Background: an optimization exercise with open tools, aiming at small area, a short achievable clock period and few clock cycles. Do not read the settings as production practice.
In this exercise RTL edits were held to simulation tests only and were not proved equivalent to the original.
No activity file was given, so power comes from the tool's default toggle rates.

JK:
==> flow/design.v <==
module lm92_lcd (
    input  wire        clk,
    input  wire        rst,           
    input  wire        cmd_valid,
    input  wire [31:0] cmd_word,
    output reg         busy,
    output reg         disp_init,
    output reg         rs,
    output wire [3:0]  err,
    output wire [3:0]  viol,
    output reg         ev_valid,
    input  wire        ev_ready,
    output reg         ev_kind,       
    output reg         ev_rs,
    output reg  [3:0]  ev_nib,
    output wire [13:0] ev_us,
    output reg         mem_req,
    output wire [15:0] mem_addr,
    input  wire        mem_ack,
    input  wire [7:0]  mem_rdata
);
    localparam K = 3;                  
    localparam [3:0] NSTEP = 24 / K;   
    localparam [3:0] W15000 = 4'b1100, W5000 = 4'b1000, W150 = 4'b0010,
                     W50 = 4'b0001, W3000 = 4'b0101;
    wire c12 = ev_nib[3], c11 = ev_nib[2], c2 = ev_nib[1], c5 = ev_nib[0];
    assign ev_us = {c12 & c11, c12, c11, 1'b0, c12 | c11, c12 ^ c11,
                    ~c5 | c11, 1'b0, c5, ~c12 | c11, c12 | c11, c2,
                    c2 | (c5 & ~c11), 1'b0};
    function gt_const(input [23:0] x, input [23:0] c, input integer n);
        integer i;
        reg gt, eq;
        begin
            gt = 1'b0; eq = 1'b1;
            for (i = n - 1; i >= 0; i = i - 1) begin
                if (!c[i]) gt = gt | (eq & x[i]);
                eq = eq & (x[i] == c[i]);
            end
            gt_const = gt;
        end
    endfunction
    reg       e_rng, e_fmt;            
    reg       p_rng, p_fmt;            
    reg [2:0] vl;                      
    assign err  = {1'b0, e_fmt, e_rng, e_rng};
    assign viol = {1'b0, vl};
    wire [7:0] opc = cmd_word[31:24];
    wire z23_16 = (cmd_word[23:16] == 8'd0);
    wire z15_8  = (cmd_word[15:8] == 8'd0);
    wire z7_0   = (cmd_word[7:0] == 8'd0);
    wire o_init = (opc == 8'h20), o_cmd = (opc == 8'h21), o_char = (opc == 8'h22),
         o_clr  = (opc == 8'h23), o_home = (opc == 8'h24), o_goto = (opc == 8'h25),
         o_text = (opc == 8'h30), o_hex = (opc == 8'h31), o_int = (opc == 8'h32);
    wire legal = ((o_init | o_clr | o_home) & z23_16 & z15_8 & z7_0) |
                 ((o_cmd | o_char) & z23_16 & z15_8) |
                 ((o_goto | o_text) & z23_16) | o_hex | o_int;
    wire acc = cmd_valid & ~busy & legal & (disp_init | o_init);
    wire [1:0] g_row = cmd_word[9:8];
    wire [7:0] g_col = cmd_word[7:0];
    wire g_cy = g_col[4] | (g_row[1] & g_col[3] & g_col[2]);
    wire [3:0] g_lo = {g_col[3] ^ (g_col[2] & g_row[1]), g_col[2] ^ g_row[1], g_col[1:0]};
    wire [2:0] g_hi = {g_row[0], g_row[1] & g_cy, g_row[1] ^ g_cy};
    wire g_bad = (cmd_word[15:10] != 6'd0) | (g_col[7:5] != 3'd0) |
                 (g_col[4] & (g_col[3] | g_col[2]));
    wire negv  = cmd_word[23];
    wire f_bad = negv & ~gt_const({1'b0, cmd_word[22:0]}, 24'h70BDC0, 23);
    wire a12   = negv ? ((cmd_word[22:12] == 11'h7FF) & (cmd_word[11:0] != 12'd0))
                      : (cmd_word[22:12] == 11'h000);
    wire [3:0] b_hi = o_goto ? {1'b1, g_hi} : (o_clr | o_home) ? 4'h0 : cmd_word[7:4];
    wire [3:0] b_lo = o_goto ? g_lo
                             : {cmd_word[3:2], cmd_word[1] | o_home, cmd_word[0] | o_clr};
    reg [27:0] S;         
    reg [4:0]  cnt;       
    reg        m_init, m_byte, m_text, m_num, m_fin;
    reg        ph;        
    reg        clr;       
    reg        hx;        
    reg        a12f;      
    reg        ninc;      
    reg        nd;        
    reg        nlo;       
    reg        nend;      
    reg        conv;      
    reg        rdy;       
    assign mem_addr = S[19:4];
    wire fire = ev_valid & ev_ready;
    wire adv  = ~ev_valid | ev_ready;
    reg        t_kind;
    reg [3:0]  t_nib;
    always @(*) begin
        t_kind = 1'b0; t_nib = 4'h0;
        case (cnt)
            5'd1:  t_nib = 4'h3;
            5'd2:  begin t_kind = 1'b1; t_nib = W5000; end
            5'd3:  t_nib = 4'h3;
            5'd4:  begin t_kind = 1'b1; t_nib = W150; end
            5'd5:  t_nib = 4'h3;
            5'd6:  begin t_kind = 1'b1; t_nib = W50; end
            5'd7:  t_nib = 4'h2;
            5'd8:  t_nib = 4'h2;
            5'd9:  t_nib = 4'h8;
            5'd10: t_nib = 4'h0;
            5'd11: t_nib = 4'hE;
            5'd12: t_nib = 4'h0;
            5'd13: t_nib = 4'h6;
            5'd14: t_nib = 4'h0;
            5'd15: t_nib = 4'h1;
            default: begin t_kind = 1'b1; t_nib = W3000; end
        endcase
    end
    function [3:0] add3(input [3:0] d, input en);
        reg c;
        begin
            c = en & (d[3] | (d[2] & (d[1] | d[0])));
            add3 = {d[3] | c, c ? d[3] & d[0] : d[2],
                    c ? (d[1] & d[0]) | (d[3] & ~d[0]) : d[1], d[0] ^ c};
        end
    endfunction
    wire [3:0]  ce   = {cnt[3], cnt[2] | a12f, cnt[1], cnt[0] | a12f};    
    wire [27:0] s_in = a12f ? {S[12:0], S[27:13]} : S;
    reg [27:0] s_step, t;
    integer l, j;
    always @(*) begin
        s_step = s_in;
        for (l = 0; l < K; l = l + 1) begin
            t = s_step;
            for (j = 0; j < 6; j = j + 1)
                t[4*j +: 4] = add3(s_step[4*j +: 4], ((4 * j - l + K - 1) / K <= 0) ? 1'b1 :
                                   gt_const({20'd0, ce}, (4 * j - l + K - 1) / K - 1, 4));
            s_step = {t[26:0], t[27]};
        end
    end
    wire [3:0] ce1 = ce + 4'd1;
    wire [23:0] x_in = S[27:4] ^ {24{m_num}};
    wire [24:0] pa;                    
    genvar g;
    assign pa[0] = 1'b1;
    generate
        for (g = 1; g <= 24; g = g + 1) begin : g_pa
            assign pa[g] = &x_in[g-1:0];
        end
    endgenerate
    wire [23:0] s_inc = x_in ^ pa[23:0];
    reg [2:0] top;
    always @(*) begin
        if      (S[27:24] != 4'd0) top = 3'd6;
        else if (S[23:20] != 4'd0) top = 3'd5;
        else if (S[19:16] != 4'd0) top = 3'd4;
        else if (S[15:12] != 4'd0) top = 3'd3;
        else if (S[11:8]  != 4'd0) top = 3'd2;
        else if (S[7:4]   != 4'd0 || hx) top = 3'd1;
        else top = 3'd0;
    end
    wire [2:0] ptr = rdy ? cnt[2:0] : top;
    reg  [3:0] dig;
    always @(*) begin
        case (ptr)
            3'd0: dig = S[3:0];
            3'd1: dig = S[7:4];
            3'd2: dig = S[11:8];
            3'd3: dig = S[15:12];
            3'd4: dig = S[19:16];
            3'd5: dig = S[23:20];
            default: dig = S[27:24];
        endcase
    end
    wire       dbig = dig[3] & (dig[2] | dig[1]);
    wire [3:0] c_hi = dbig ? 4'h6 : 4'h3;
    wire [3:0] c_lo = dbig ? {1'b0, dig[2:0] - 3'd1} : dig;
    wire       plast = (ptr[2:1] == 2'b00) & (ptr[0] == hx);
    wire take = mem_ack & (~ev_valid | (ev_ready & ph));
    wire rz   = (mem_rdata == 8'h00);
    always @(posedge clk) begin
        if (rst) begin
            busy      <= 1'b0;
            disp_init <= 1'b0;
            rs        <= 1'b0;
            e_rng     <= 1'b0;
            e_fmt     <= 1'b0;
            vl        <= 3'd0;
            ev_valid  <= 1'b0;
            mem_req   <= 1'b0;
        end else begin
            if (cmd_valid && vl == 3'd0) begin
                if (busy) vl <= 3'b001;
                else if (!legal) vl <= 3'b010;
                else if (!disp_init && !o_init) vl <= 3'b100;
            end
            if (fire) rs <= ev_rs;
            if (!busy) begin
                S[27:4]  <= cmd_word[23:0];
                S[3:0]   <= opc[4] ? 4'h0 : b_lo;
                p_rng    <= o_goto & g_bad;
                p_fmt    <= o_int & f_bad;
                ev_rs    <= o_char | o_text | o_hex | o_int;
                ph       <= o_text;
                clr      <= o_clr;
                hx       <= o_hex;
                a12f     <= a12;
                ninc     <= negv;
                nd       <= o_int & negv;
                nlo      <= o_int & ~negv;
                conv     <= o_int;
                rdy      <= 1'b0;
                nend     <= 1'b0;
                cnt      <= {4'd0, o_init};
                ev_kind  <= o_init;
                ev_nib   <= o_init ? W15000 : o_int ? (negv ? 4'h2 : 4'h3) : b_hi;
                m_init   <= o_init;
                m_byte   <= ~opc[4] & ~o_init;
                m_text   <= o_text;
                m_num    <= o_hex | o_int;
                m_fin    <= (o_goto & g_bad) | (o_int & f_bad);
                if (acc) begin
                    busy      <= 1'b1;
                    ev_valid  <= ~o_text & ~o_hex & ~(o_goto & g_bad) & ~(o_int & f_bad);
                    mem_req   <= o_text;
                    if (o_init) disp_init <= 1'b1;
                end
            end else begin
                e_rng <= p_rng;
                e_fmt <= p_fmt;
                if (m_fin) busy <= 1'b0;
                if (!m_fin && m_init && adv) begin
                    ev_kind <= t_kind;
                    ev_nib  <= t_nib;
                    cnt     <= cnt + 5'd1;
                    if (cnt == 5'd17) begin
                        ev_valid <= 1'b0;
                        busy     <= 1'b0;
                    end
                end
                if (!m_fin && m_byte && adv) begin
                    ev_kind <= ph;
                    ev_nib  <= ph ? W3000 : S[3:0];
                    ph      <= 1'b1;
                    if (ph) clr <= 1'b0;
                    if (ph && !clr) begin
                        ev_valid <= 1'b0;
                        busy     <= 1'b0;
                    end
                end
                if (!m_fin && m_text) begin
                    if (adv) begin
                        ev_nib <= ph ? mem_rdata[7:4] : S[3:0];
                        ph     <= ~(ph & take);
                        if (ph) ev_valid <= take & ~rz;
                    end
                    if (take) begin
                        S[3:0]  <= mem_rdata[3:0];
                        S[27:4] <= s_inc;
                        ph      <= 1'b0;
                        if (rz) begin
                            busy    <= 1'b0;
                            mem_req <= 1'b0;
                        end
                    end
                end
                if (!m_fin && m_num) begin
                    if (conv) begin
                        if (ninc) begin
                            S[27:4] <= s_inc;
                            ninc    <= 1'b0;
                        end else begin
                            S        <= s_step;
                            a12f     <= 1'b0;
                            cnt[3:0] <= ce1;
                            if (ce == NSTEP - 1) conv <= 1'b0;
                        end
                    end
                    if (adv) begin
                        if (nend) begin
                            ev_valid <= 1'b0;
                            busy     <= 1'b0;
                        end else if (nd) begin
                            ev_valid <= 1'b1;
                            ev_nib   <= 4'hD;
                            nd       <= 1'b0;
                        end else if (!nlo) begin
                            ev_valid <= !hx || !conv;
                            ev_nib   <= hx ? c_hi : 4'h3;
                            if (!hx || !conv) nlo <= 1'b1;
                            if (hx) begin
                                cnt[2:0] <= ptr;
                                rdy      <= 1'b1;
                            end
                        end else begin
                            ev_valid <= !conv;
                            ev_nib   <= c_lo;
                            if (!conv) begin
                                nlo      <= 1'b0;
                                cnt[2:0] <= ptr - 3'd1;
                                rdy      <= 1'b1;
                                nend     <= plast;
                            end
                        end
                    end
                end
            end
        end
    end
endmodule
==> flow/config.mk <==
export PLATFORM = sky130hd
export DESIGN_NAME = lm92_lcd
export DESIGN_NICKNAME = lm92_lcd
export VERILOG_FILES = /design/flow/design.v
export SDC_FILE = /design/flow/constraint.sdc
export NUM_CORES = 4
export LEC_CHECK = 0
export ABC_AREA = 1
export CAP_MARGIN = 20
export CORE_MARGIN = 2
export CORE_UTILIZATION = 40
export SLEW_MARGIN = 20
==> flow/constraint.sdc <==
create_clock -name core_clock -period 10.0 [get_ports {clk}]
set_input_delay 2.0000 -clock core_clock [delete_from_list [all_inputs] [get_ports {clk}]]
set_output_delay 2.0000 -clock core_clock [all_outputs]
set_load 0.01 [all_outputs]
standard.sh (not shown) runs the stock make flow with config.mk's settings and CLKGATE_MAP_FILE= SYNTH_SCRIPT=/design/flow/synth_recipe.tcl, a recipe that flattens the netlist after the stock synthesis.
==> flow/flow/run.sh <==
#!/bin/bash
# Standard ORFS layout (the standard.sh) with a tighter setup repair
# target and small port buffers; all logs stay in this folder.
set -euo pipefail
bash standard.sh \
  SETUP_SLACK_MARGIN=6.5 \
  "BUFFER_PORTS_ARGS=-buffer_cell sky130_fd_sc_hd__buf_2" \
  finish > flow_make.log 2>&1
JK went all the way through synthesis, placement and routing and the layout is clean on timing, DRC and antenna.
Testbench counts of JK, summed over its fixed seeds: cycles 9,002.
What MS does differently from JK at the input level:
--- a/flow/design.v
+++ b/flow/design.v
@@ -113,14 +113,14 @@
         begin
             c = en & (d[3] | (d[2] & (d[1] | d[0])));
             add3 = {d[3] | c, c ? d[3] & d[0] : d[2],
                     c ? (d[1] & d[0]) | (d[3] & ~d[0]) : d[1], d[0] ^ c};
         end
     endfunction
-    wire [3:0]  ce   = {cnt[3], cnt[2] | a12f, cnt[1], cnt[0] | a12f};    
-    wire [27:0] s_in = a12f ? {S[12:0], S[27:13]} : S;
+    wire [3:0]  ce   = {cnt[3], cnt[2] | a12f, cnt[1:0]};    
+    wire [27:0] s_in = a12f ? {S[15:0], S[27:16]} : S;
     reg [27:0] s_step, t;
     integer l, j;
     always @(*) begin
         s_step = s_in;
         for (l = 0; l < K; l = l + 1) begin
             t = s_step;
### Flow results
- When the final numbers for MS and JK were put side by side, the non-clock buffer total of the final layout turned out to be greater in JK.
- On MS: slew at the pin closest to its max-slew limit is 0.12 ns lower than what JK gave.
- Min largest net degree at the start of global routing across MS and JK: MS
- Against JK, detailed-routed wire length on met3 in MS fell by a little under 10%.
- Diff MS and JK: buffers plus inverters on the worst setup path lower in MS
- Of MS and JK, JK shows the lower sequential share of cell area, with MS above it.
- Multi-input logic area (MS over JK): decrease, about 6%
- MS vs JK — floorplan die height dropped by a few percent
- MS ends up with a fraction of power spent switching nets that is 1.6 points lower than in JK.
- Slowest stage cell on the critical path: a221oi_1 -> JK, o21ai_0 -> MS
- MS vs. JK: cell count after placement moved down; number of gates on the worst path with buffers counted moved down; number of rows in the core area moved down.
Testbench counts of MS, summed over its fixed seeds: cycles 9,198.

==> separate check: timing with driven ports <==
The flow's constraints put no driver on any port. The routed layouts listed below were extracted and timed again, unchanged, in two steps. Step 1, drivers: a clkbuf_16 drives clk and a buf_2 each remaining input, both assumed. Step 2 adds t to the input delays and takes it off the output delays; t is the mean of the earliest and latest rising clock arrival at the registers after step 1. Input paths then give back, and output paths get back, about the clock's delay inside the block. Slacks: ideal ports / drivers / drivers and shift; pairs: ideal ports / drivers.
| run | t (ns) | slack for setup (ns) | slew at the worst register clock pin (ns) |
|---|---|---|---|
| JK | 0.397 | 6.572 / 6.594 / 6.197 | 0.07 / 0.07 |
| MS | 0.392 | 6.576 / 6.557 / 6.207 | 0.07 / 0.07 |
After both steps setup and hold are still met in every run listed. The setup slack of JK, which loses most, moves by +0.022 ns with the drivers and by -0.375 ns with both steps.
